Background: an optimization exercise with open tools, aiming at small area. Do not read the settings as production practice.
Function was checked by simulation only, so behaviour that the tests miss may differ from the original.
Power and IR drop assume default switching activity.

==> flow/design.v <==
module canhk_frame_fifo #(
    parameter BYTES  = 64,    
    parameter FRAMES = 10,    
    parameter AW     = 6,     
    parameter FW     = 4,     
    parameter MSG    = 0      
) (
    input  wire          clk,
    input  wire          rst,
    input  wire          wr_en,     
    input  wire [7:0]    wr_data,
    input  wire          wr_end,    
    output wire          rd_valid,
    output wire [7:0]    rd_data,
    output wire          rd_last,
    input  wire          rd_ready,
    output reg  [FW-1:0] frames,
    output reg  [15:0]   drops
);
    reg [7:0]  mem [0:BYTES-1];
    reg [AW-1:0] rd_ptr;           
    reg [AW-1:0] wr_ptr;           
    reg [AW-1:0] cm_ptr;           
    reg          ovf;              
    reg          inp;              
    wire        full    = (wr_ptr == rd_ptr) && (frames != 0 || inp);
    wire        wr_ok   = wr_en && !full && !ovf;
    wire        ovf_now = ovf || (wr_en && full);
    wire        push_ok = wr_end && !ovf_now && (frames != FRAMES);
    wire        drop    = wr_end && !push_ok;
    wire [7:0] rd_mem;
    genvar gi;
    generate for (gi = 0; gi < BYTES; gi = gi + 1) begin : g_row
        wire sel  = !full && (wr_ptr == gi);
        wire keep = !sel;
        wire put  = sel && wr_en;
        always @(posedge clk)
            mem[gi] <= (mem[gi] & {8{keep}}) | (wr_data & {8{put}});
    end endgenerate
    integer ri;
    reg [7:0] rd_or;
    always @(*) begin
        rd_or = 8'd0;
        for (ri = 0; ri < BYTES; ri = ri + 1)
            rd_or = rd_or | (mem[ri] & {8{rd_ptr == ri}});
    end
    assign rd_mem = rd_or;
    localparam HL = MSG ? 6 : 4;
    localparam RW = MSG ? 7 : 6;    
    reg [2:0]    pos;
    reg [RW-1:0] rem;
    reg          sync;
    assign rd_valid = (frames != 0);
    assign rd_data  = rd_mem;
    wire at_len = (pos == HL - 1);
    wire in_pay = (pos == 3'd7);
    generate if (MSG) begin : g_msg
        assign rd_last = (at_len || in_pay) && (rem == 0);
    end else begin : g_ctl
        assign rd_last = (at_len && (sync || rd_data == 8'h00)) ||
                         (in_pay && rem == 0);
    end endgenerate
    wire pop      = rd_valid && rd_ready;
    wire pop_last = pop && rd_last;
    always @(posedge clk) begin
        if (rst) begin
            pos  <= 3'd0;
        end else if (pop) begin
            if (rd_last) begin
                pos <= 3'd0;
            end else if (at_len) begin
                pos <= 3'd7;
                if (!MSG)
                    rem <= rd_data - 1'b1;
                else
                    rem <= rem - 1'b1;
            end else if (in_pay) begin
                rem <= rem - 1'b1;
            end else begin
                pos <= pos + 1'b1;
                if (pos == 3'd0)
                    sync <= (rd_data == 8'h5A) || (rd_data == 8'hA5);
                if (MSG && pos == 3'd4)
                    rem <= rd_data[RW-1:0];
            end
        end
    end
    always @(posedge clk) begin
        if (rst) begin
            rd_ptr <= 0;
            wr_ptr <= 0;
            cm_ptr <= 0;
            ovf    <= 1'b0;
            inp    <= 1'b0;
            frames <= 0;
            drops  <= 16'd0;
        end else begin
            if (pop)
                rd_ptr <= rd_ptr + 1'b1;
            if (wr_end) begin
                ovf <= 1'b0;
                inp <= 1'b0;
                if (push_ok) begin
                    wr_ptr <= wr_ptr + 1'b1;
                    cm_ptr <= wr_ptr + 1'b1;
                end else begin
                    wr_ptr <= cm_ptr;
                end
            end else begin
                if (wr_ok) begin
                    wr_ptr <= wr_ptr + 1'b1;
                    inp    <= 1'b1;
                end
                if (wr_en && full)
                    ovf <= 1'b1;
            end
            if (push_ok && !pop_last)
                frames <= frames + 1'b1;
            else if (!push_ok && pop_last)
                frames <= frames - 1'b1;
            if (drop)
                drops <= drops + 1'b1;
        end
    end
endmodule
module canhk_rx_engine (
    input  wire        clk,
    input  wire        rst,         
    input  wire        rx_valid,    
    input  wire [7:0]  rx_data,
    input  wire        rx_err,      
    input  wire        stop,        
    output wire        cq_valid,
    output wire [7:0]  cq_data,
    output wire        cq_last,
    input  wire        cq_ready,
    output wire        mq_valid,
    output wire [7:0]  mq_data,
    output wire        mq_last,
    input  wire        mq_ready,
    output wire [3:0]  cq_frames,
    output wire [4:0]  mq_frames,
    output wire [15:0] drop_c,
    output wire [15:0] drop_m,
    output wire        running,
    output wire        fatal,
    output wire        rx_busy
);
    localparam [7:0] CMD_MESSAGE     = 8'h40;
    localparam [7:0] CMD_SYNC        = 8'hA5;
    localparam [7:0] CMD_SYNC_ANSWER = 8'h5A;
    reg        run;
    reg        fatal_r;
    reg [2:0]  pos;
    reg        msg;       
    reg        sync;      
    reg [15:0] rem;
    wire byte_in = run && rx_valid && !rx_err;
    wire first   = (pos == 3'd0);
    wire take    = byte_in && !(first && rx_data == 8'h00);
    wire is_msg  = first ? (rx_data == CMD_MESSAGE) : msg;
    wire in_pay  = (pos == 3'd7);
    wire done    = in_pay ? (rem == 16'd1) :
                   msg    ? (pos == 3'd5 && rx_data == 8'h00 && rem[7:0] == 8'h00) :
                            (pos == 3'd3 && (sync || rx_data == 8'h00));
    wire at_len  = msg ? (pos == 3'd5) : (pos == 3'd3);
    always @(posedge clk) begin
        if (rst) begin
            run     <= 1'b1;
            fatal_r <= 1'b0;
            pos     <= 3'd0;
        end else begin
            if (run && rx_err) begin
                run     <= 1'b0;
                fatal_r <= 1'b1;
            end else if (stop) begin
                run <= 1'b0;
            end
            if (take) begin
                if (done) begin
                    pos <= 3'd0;
                end else if (in_pay) begin
                    rem <= rem - 1'b1;
                end else if (at_len) begin
                    pos <= 3'd7;
                    if (msg)
                        rem[15:8] <= rx_data;
                    else
                        rem <= {8'd0, rx_data};
                end else begin
                    pos <= pos + 1'b1;
                    if (first) begin
                        msg  <= (rx_data == CMD_MESSAGE);
                        sync <= (rx_data == CMD_SYNC) || (rx_data == CMD_SYNC_ANSWER);
                    end
                    if (pos == 3'd4)
                        rem[7:0] <= rx_data;
                end
            end
        end
    end
    canhk_frame_fifo #(.BYTES(64), .FRAMES(10), .AW(6), .FW(4), .MSG(0)) u_cq (
        .clk      (clk),
        .rst      (rst),
        .wr_en    (take && !is_msg),
        .wr_data  (rx_data),
        .wr_end   (take && !is_msg && done),
        .rd_valid (cq_valid),
        .rd_data  (cq_data),
        .rd_last  (cq_last),
        .rd_ready (cq_ready),
        .frames   (cq_frames),
        .drops    (drop_c)
    );
    canhk_frame_fifo #(.BYTES(128), .FRAMES(16), .AW(7), .FW(5), .MSG(1)) u_mq (
        .clk      (clk),
        .rst      (rst),
        .wr_en    (take && is_msg),
        .wr_data  (rx_data),
        .wr_end   (take && is_msg && done),
        .rd_valid (mq_valid),
        .rd_data  (mq_data),
        .rd_last  (mq_last),
        .rd_ready (mq_ready),
        .frames   (mq_frames),
        .drops    (drop_m)
    );
    assign running = run;
    assign fatal   = fatal_r;
    assign rx_busy = !first;
endmodule
Settings: LEC_CHECK=0, CAP_MARGIN=20, CORE_MARGIN=2, CORE_UTILIZATION=40, CTS_BUF_LIST=sky130_fd_sc_hd__clkbuf_8, CTS_CLUSTER_DIAMETER=60, CTS_CLUSTER_SIZE=16, GPL_TIMING_DRIVEN=0, SLEW_MARGIN=20; clock period 10.0 ns.
standard.sh (not shown) runs the stock make flow with config.mk's settings and CLKGATE_MAP_FILE= SYNTH_SCRIPT=/design/flow/synth_recipe.tcl, a recipe that flattens the netlist after the stock synthesis.
==> flow/flow/run.sh <==
#!/bin/bash
# Own layout flow: the standard flow, except that the synthesised netlist
# comes from the standard synthesis script with an area-oriented ABC mapping
# (flow/area_synth.tcl), and two layout arguments differ (below). The
# standard synthesis runs first; its netlist is replaced only when both have
# the same registers.
set -euo pipefail
W=$(pwd)
R=$W/orfs/results/$FLOW_PLATFORM/canhk_rx_engine/base

bash standard.sh synth > $W/synth_standard.log 2>&1
cp $R/1_2_yosys.v $W/standard_1_2_yosys.v

sed -e "s#SYNTH_SCRIPT=[^ ]*#SYNTH_SCRIPT=$W/flow/area_synth.tcl#" \
    -e "s#WORK_HOME=[^ ]*#WORK_HOME=$W/orfs_area#" standard.sh > $W/area_synth.sh
bash $W/area_synth.sh synth > $W/synth_area.log 2>&1
A=$W/orfs_area/results/$FLOW_PLATFORM/canhk_rx_engine/base/1_2_yosys.v

if python3 $W/flow/regs.py $R/1_2_yosys.v $A > $W/regs_check.log 2>&1; then
  cp $A $R/1_2_yosys.v
  touch $R/1_2_yosys.v
fi

export CTS_ARGS="-sink_clustering_enable -repair_clock_nets -sink_clustering_size 16 -sink_clustering_max_diameter 60 -buf_list sky130_fd_sc_hd__clkbuf_8 -dont_use_dummy_load"
export BUFFER_PORTS_ARGS="-buffer_cell sky130_fd_sc_hd__buf_1"
bash standard.sh finish > $W/layout.log 2>&1
Other scripts of this flow, unchanged in this note and not shown: flow/flow/area.abc, flow/flow/area_synth.tcl, flow/flow/regs.py
Then changed:
--- a/flow/design.v
+++ b/flow/design.v
@@ -46,7 +46,7 @@
     end
     assign rd_mem = rd_or;
     localparam HL = MSG ? 6 : 4;
-    localparam RW = MSG ? 7 : 6;    
+    localparam RW = MSG ? 7 : 8;
     reg [2:0]    pos;
     reg [RW-1:0] rem;
     reg          sync;
Total power barely changes.
Routed wire length went down by 7.7%.
Global-route usage fell by 2.5 points.
Non-clock buffer count shrinks by 11.
Sequential share of layout area hardly moves.
Sequential power stays flat.
Final cell count hardly moves.

==> re-timing with driven ports <==
No port has a modelled driver above. Below, the same layouts with a new extraction and two added sets of constraints.
Step 1: set_driving_cell puts a clkbuf_16 on clk and a buf_2 on each other input, an assumption about the parent block.
Step 2 times the ports against the registers' clock, not the clock port: input delays grow and output delays shrink by t, the midpoint of the rising clock arrivals with the driver on.
Slacks: no drivers / after step 1 / after step 2; pairs: no drivers / after step 1.
| run | t, ns | setup slack, ns | hold slack, ns |
|---|---|---|---|
| the first run | 0.978 | 1.398 / 1.314 / 2.292 | 0.452 / 0.452 / 0.452 |
| the second run | 0.953 | 0.881 / 0.802 / 1.755 | 0.438 / 0.438 / 0.438 |
After both steps setup and hold are still met in every run listed.
